Source: an optimization exercise on an open RTL-to-GDS flow (aim: small area, a short achievable clock period and few clock cycles per item). Production flows keep margins and buffers that such runs may drop.
Only simulation tests tie the RTL to the original design; equivalence was not proved.

===== flow/config.mk =====
export PLATFORM = sky130hd
export DESIGN_NAME = uac_rx
export DESIGN_NICKNAME = uac_rx
export VERILOG_FILES = /design/flow/design.v
export SDC_FILE = /design/flow/constraint.sdc
export NUM_CORES = 4
export LEC_CHECK = 0
export CAP_MARGIN = 20
export CORE_MARGIN = 2
export CORE_UTILIZATION = 40
export SLEW_MARGIN = 20

===== flow/constraint.sdc =====
create_clock -name core_clock -period 24.0 [get_ports {clk}]
set_input_delay 4.8000 -clock core_clock [delete_from_list [all_inputs] [get_ports {clk}]]
set_output_delay 4.8000 -clock core_clock [all_outputs]
set_load 0.01 [all_outputs]

===== flow/design.v =====
module uac_rx (
    input  wire        clk,
    input  wire        rst,           
    input  wire        in_valid,
    output wire        in_ready,
    input  wire [15:0] in_sample,     
    output reg         frame_done,
    output reg         det,
    output reg         ev_valid,
    output reg  [11:0] ev_word
);
    localparam integer N            = 1024;
    localparam integer Q            = 14;
    localparam integer PRESHIFT     = 4;
    localparam integer POWER_SHR    = 15;
    localparam integer MAG_SHL      = 6;
    localparam integer THRESH       = 100;
    localparam signed [15:0] COEFF_SYNC    = -16'sd27684;   
    localparam signed [15:0] COEFF_PAYLOAD = -16'sd25330;   
    localparam [1:0] EXPECT_ONE  = 2'd0;
    localparam [1:0] EXPECT_ZERO = 2'd1;
    localparam [1:0] LOCKED      = 2'd2;
    localparam [1:0] FAILED      = 2'd3;
    localparam [3:0] EV_BYTE      = 4'h1;
    localparam [3:0] EV_SYNC_LOST = 4'h2;
    localparam [3:0] EV_TX_ENDED  = 4'h3;
    localparam [1:0] ST_RUN = 2'd0;    
    localparam [1:0] ST_POW = 2'd1;    
    localparam [1:0] ST_DEC = 2'd2;    
    reg  [1:0]  st;
    reg  [9:0]  idx;
    reg  signed [31:0] s1, s2;
    reg  [4:0]  win;
    reg  [2:0]  frame_cnt;
    reg         transfer_active;
    reg  [1:0]  phase;
    reg  [7:0]  pending;
    reg  [2:0]  bits_in_byte;
    reg         raw;
    assign in_ready = (st == ST_RUN);
    wire take = in_valid && in_ready;
    wire signed [15:0] coeff  = (phase == LOCKED) ? COEFF_PAYLOAD : COEFF_SYNC;
    wire signed [31:0] scaled = $signed({{16{in_sample[15]}}, in_sample}) >>> PRESHIFT;
    wire signed [47:0] s1c    = s1 * coeff;
    wire signed [33:0] s1c_q  = s1c >>> Q;
    wire signed [31:0] s_new  = scaled + s1c_q[31:0] - s2;
    wire signed [63:0] power  = s1 * s1 + s2 * s2 - s1c_q * s2;
    wire signed [63:0] mag    = (power >>> POWER_SHR) <<< MAG_SHL;
    wire               raw_c  = (mag >= THRESH);
    wire [4:0]  win_n = {win[3:0], raw};
    wire [2:0]  vsum  = win_n[0] + win_n[1] + win_n[2] + win_n[3] + win_n[4];
    wire        bit_v = (vsum > 3'd2);
    reg  [1:0]  phase1;
    reg         sync_lost;
    reg  [7:0]  pend_n;
    reg  [2:0]  bib_n;
    always @* begin
        phase1    = phase;
        sync_lost = 1'b0;
        if (phase != LOCKED) begin
            if (phase == EXPECT_ONE && vsum == 3'd5)
                phase1 = EXPECT_ZERO;
            else if (phase == EXPECT_ZERO && vsum == 3'd0)
                phase1 = EXPECT_ONE;
            else if (phase != FAILED) begin
                phase1    = FAILED;
                sync_lost = 1'b1;
            end
        end
        pend_n = {pending[6:0], bit_v};
        bib_n  = bits_in_byte + 3'd1;
    end
    always @(posedge clk) begin
        frame_done <= 1'b0;
        ev_valid   <= 1'b0;
        if (rst) begin
            st              <= ST_RUN;
            idx             <= 10'd0;
            s1              <= 32'sd0;
            s2              <= 32'sd0;
            win             <= 5'd0;
            frame_cnt       <= 3'd0;
            transfer_active <= 1'b0;
            phase           <= EXPECT_ONE;
            pending         <= 8'd0;
            bits_in_byte    <= 3'd0;
            raw             <= 1'b0;
            det             <= 1'b0;
            ev_word         <= 12'd0;
        end else begin
            case (st)
                ST_RUN: if (take) begin
                    s2  <= s1;
                    s1  <= s_new;
                    idx <= idx + 10'd1;
                    if (idx == N - 1)
                        st <= ST_POW;
                end
                ST_POW: begin
                    raw <= raw_c;
                    st  <= ST_DEC;
                end
                default: begin   
                    s1         <= 32'sd0;
                    s2         <= 32'sd0;
                    st         <= ST_RUN;
                    frame_done <= 1'b1;
                    det        <= raw;
                    ev_word    <= 12'd0;
                    win        <= win_n;
                    if (!transfer_active) begin
                        if (raw) begin
                            transfer_active <= 1'b1;
                            frame_cnt       <= 3'd1;
                        end
                    end else if (frame_cnt != 3'd4) begin
                        frame_cnt <= frame_cnt + 3'd1;
                    end else begin
                        frame_cnt <= 3'd0;
                        phase     <= phase1;
                        if (sync_lost) begin
                            ev_valid <= 1'b1;
                            ev_word  <= {EV_SYNC_LOST, 8'h00};
                        end
                        pending      <= pend_n;
                        bits_in_byte <= bib_n;
                        if (bib_n == 3'd0) begin
                            pending <= 8'd0;
                            if (pend_n == 8'd0) begin
                                ev_valid        <= 1'b1;
                                ev_word         <= {EV_TX_ENDED, 8'h00};
                                phase           <= EXPECT_ONE;
                                transfer_active <= 1'b0;
                                bits_in_byte    <= 3'd0;
                            end else if (phase1 == EXPECT_ONE) begin
                                phase <= LOCKED;
                            end else if (phase1 == LOCKED) begin
                                ev_valid <= 1'b1;
                                ev_word  <= {EV_BYTE, pend_n};
                            end
                        end
                    end
                end
            endcase
        end
    end
endmodule

===== flow/run.sh =====
#!/bin/bash
# synth_recipe.tcl (not shown) runs the flow's synth.tcl, then flattens the netlist and writes it again
# the make line also repeats each setting of config.mk as NAME=value (left out here)
make -C /OpenROAD-flow-scripts/flow DESIGN_CONFIG=/design/flow/config.mk WORK_HOME=/design/flow/orfs CLKGATE_MAP_FILE= SYNTH_SCRIPT=/design/flow/synth_recipe.tcl finish

==> summary.txt <==
==> sequential cells by signal, indices dropped and copies added (netlist names) <==
register / cells
win: 4
ev_word: 10
s2: 32
frame_cnt: 3
bits_in_byte: 3
s1: 32
ev_valid: 1
raw: 1
pending: 7
idx: 10
st: 2
transfer_active: 1
phase: 2
frame_done: 1
==> metal layers <==
layer	up-vias	track usage, %
li1	34923	-
met1	43602	31.60
met2	2536	41.12
met3	507	3.813
met4	4	8.854
met5	-	0
==> layout make-up <==
class / count / share of cell area [%]
multi-input cells: 8004 / 80.73
inverters: 4073 / 12.00
well taps: 3978 / 3.906
flip-flops and latches: 109 / 1.754
repair buffers: 216 / 1.347
clock buffers: 9 / 0.1768
clock inverters: 7 / 0.07954
diodes: 4 / 0.007856
==> cell families after synthesis <==
kind of cell | synth area share [%]
muxes | 0.1376
AOI/OAI and AO/OA | 2.834
xor gates and xnor gates | 1.351
and+or+nand+nor | 9.498
other | 0.003077
DFF | 1.791
buffers and inverters | 14.12
adders and majority gates | 70.27
==> worst max-delay path, delay by kind of cell, from the launching register on <==
family | cells | cell delay, ps
fa+ha+maj | 19 | 9230
compound gates | 15 | 5410
simple gates | 10 | 3500
buf+inv | 12 | 1300
xor+xnor | 1 | 660
flops | 1 | 440
==> metrics by stage <==
stage	utilization (%)	std cells	area, um^2
final	42.05	16400	127400
after global routing	42.04	16396	127400
after CTS	42.04	16395	127400
after detailed placement	41.93	16379	127100
after global placement	41.93	16379	127100
after floorplan	-	12689	121900
==> Yosys cell counts, drive strengths merged (45+ instances only) <==
cell	count	area, um^2
inv	4052	15210
fa	3775	75570
nand2	1487	5582
ha	804	10060
nor2	657	2466
clkbuf	427	1604
and2	269	1683
xnor2	143	1252
a21oi	136	684.4
dfxtp	109	2182
buf	76	312.8
o21ai	72	364.1
a21o	62	465.5
a22oi	62	465.5
nor3	48	240.2
or2	47	294.0
nand2b	46	287.8
xor2	45	394.1
==> path summary, 6_finish.rpt <==
| check | end | slack, ps | cells after the start |
|---|---|---|---|
| worst max register to register | raw | 3270 | 57 |
| worst max-delay path | raw | 3270 | 57 |
| worst min-delay path | bits_in_byte[1] | 460 | 2 |
| worst min register to register | bits_in_byte[1] | 460 | 2 |
==> flow_summary_export.csv <==
group,metric,value,unit
critical_path,critical_path.startpoint_type,"flop",
finish,post_route_cells_drive_above_1_share,3.068,%
sta,final-hold-violation-count,0,
clock_network,h-tree-depth,3,
clock_network,clk_pin_slew,100,ps
critical_path,worst-path-max-fanout,29,
critical_path,cp.required,24290,ps
hold_path,min-delay-start,"bits_in_byte[1]",
sta,hold-worst-slack,464.0,ps
floorplanning,die_width,556.0,um
sta,final.period_utilization,86.37,%
sta,fin_tns_setup,0,ps
clock_network,cts-hold-fix-buffers,0,
critical_path,critical_path_arrival,21020,ps
sta,achievable-frequency,48.24,MHz
sta,setup_slack,3271,ps
logic_synthesis,synth_enable_flop_cells,0,
floorplanning,floorplan.initialDensity,40.21,%
critical_path,worstSetupStartpoint,"phase[0]",
critical_path,timing.critical_path.to_type,"flop",
logic_synthesis,synth.ff_latch_count,109,
floorplanning,die_height,556.0,um
sta,final-max-slew-violation-count,0,
place,detailed_place_hpwl,293.6,mm
clock_network,cts_repair_resize_count,0,
sta,setup_viol,0,
logic_synthesis,synth_top_flop_cell,"dfxtp_1",
logic_synthesis,synthArstFlopShare,0,%
clock_network,cts_setup_buffers,0,
sta,slew_at_the_pin_closest_to_its_max_slew_limit,1195,ps
routing,routedWlPerCell,21.78,um
logic_synthesis,yosys_warnings,1,
routing,avgViaCountPerCell,4.974,
finish,flow.area_growth_from_synthesis,4.556,%
sta,finalClockSkew,35.21,ps
floorplanning,coreArea,0.3030,mm^2
finish,sequential_cell_area,0.002235,mm^2
finish,layout_commonest_cell,"inv_1",
logic_synthesis,syn-cell-area,0.1219,mm^2
routing,route.layer.met1.wl,141.9,mm
floorplanning,floorplan.die_area,0.3091,mm^2
routing,firstDrtPassIters,7,
routing,final_antenna_net_count,0,
clock_network,clock_latency,430,ps
clock_network,cts_num_sinks,109,
finish,num-nets-final,17011,
floorplanning,number_of_core_rows,202,
job,drv.max_cap_violation_count,0,
sta,headroom_to_the_max_slew_limit,20.25,%
global_routing,globalRouteOverflowTotal,0,
finish,multi_input_combinational_cell_area,0.1029,mm^2
finish,n_fill_cell,29619,
critical_path,largest_stage_delay_on_the_critical_path,900,ps
global_routing,global_route_wire_length_before_repair,558.9,mm
global_routing,grt.total_usage,24.34,%
global_routing,pin_count_of_the_biggest_net_entering_global_routing,78,
logic_synthesis,ys_seq_area_share,1.791,%
global_routing,antenna_found_initial,3,
global_routing,vias_in_the_first_global_route,90779,
status,result_of_the_run,"finished clean",
critical_path,timing.critical_path.slowest_stage_cell,"nand2b_1",
routing,top_signal_layer_used,"met5",
logic_synthesis,syn_avg_cell_area,9.605,um^2
clock_network,tritoncts,"done",
logic_synthesis,ys_types,88,
routing,post-route-drc-count,0,
critical_path,crit_path_frequent_cell,"fa_1",
clock_network,cts-buffers-inserted,9,
sta,setup_repair_after_global_routing_missed_its_margin,"no",
routing,drt_iter0_markers,5262,
routing,vias,81572,
place,worst_slack_at_placement,3637,ps
hold_path,worstHoldPathType,"flop to flop",
routing,drt-total-wl,357.3,mm
routing,wl_met2,174.8,mm
finish,most-common-layout-cells,"inv_1 (4038), fa_1 (3775), nand2_1 (1487), ha_1 (803), nor2_1 (652)",
floorplanning,floorplan.io_pins,35,
critical_path,r2r_start,"phase[0]",
routing,wl_met3,24.55,mm
place,io_buffer_count,28,
place,gpl.final_weighted_congestion,0.9931,
critical_path,path_class,"flop to flop",
sta,layout_min_cycle_time,20730,ps
clock_network,cts.root.buffer_cell,"clkbuf_16",
clock_network,clock_path_buffers,2,
logic_synthesis,netlist_instances,12688,
Testbench counts, summed over its fixed seeds: cycles 2,462,408, frames 2,400.

[afterwards: timing with drivers on the ports]
In the flow no input, the clock included, has a driving cell. The finished layout below was timed again as built, in two steps. Step 1 sets driving cells, clkbuf_16 on the clock port and buf_2 on the other inputs (assumed; they add their load-dependent delay and slew). Step 2, shift: input delay + t, output delay - t, t = (earliest + latest rising clock arrival at the registers) / 2. This alone moves slack from input paths to output paths. a / b / c = ideal ports / drivers / drivers and shift; a / b = the first two.
t, ns: 0.482
slack for setup (ns): 3.271 / 3.271 / 3.271
hold WS [ns]: 0.464 / 0.464 / 0.464
After both steps setup and hold are still met in this run. For this run, drivers alone change the setup slack by 0.000 ns; drivers and shift together by 0.000 ns.
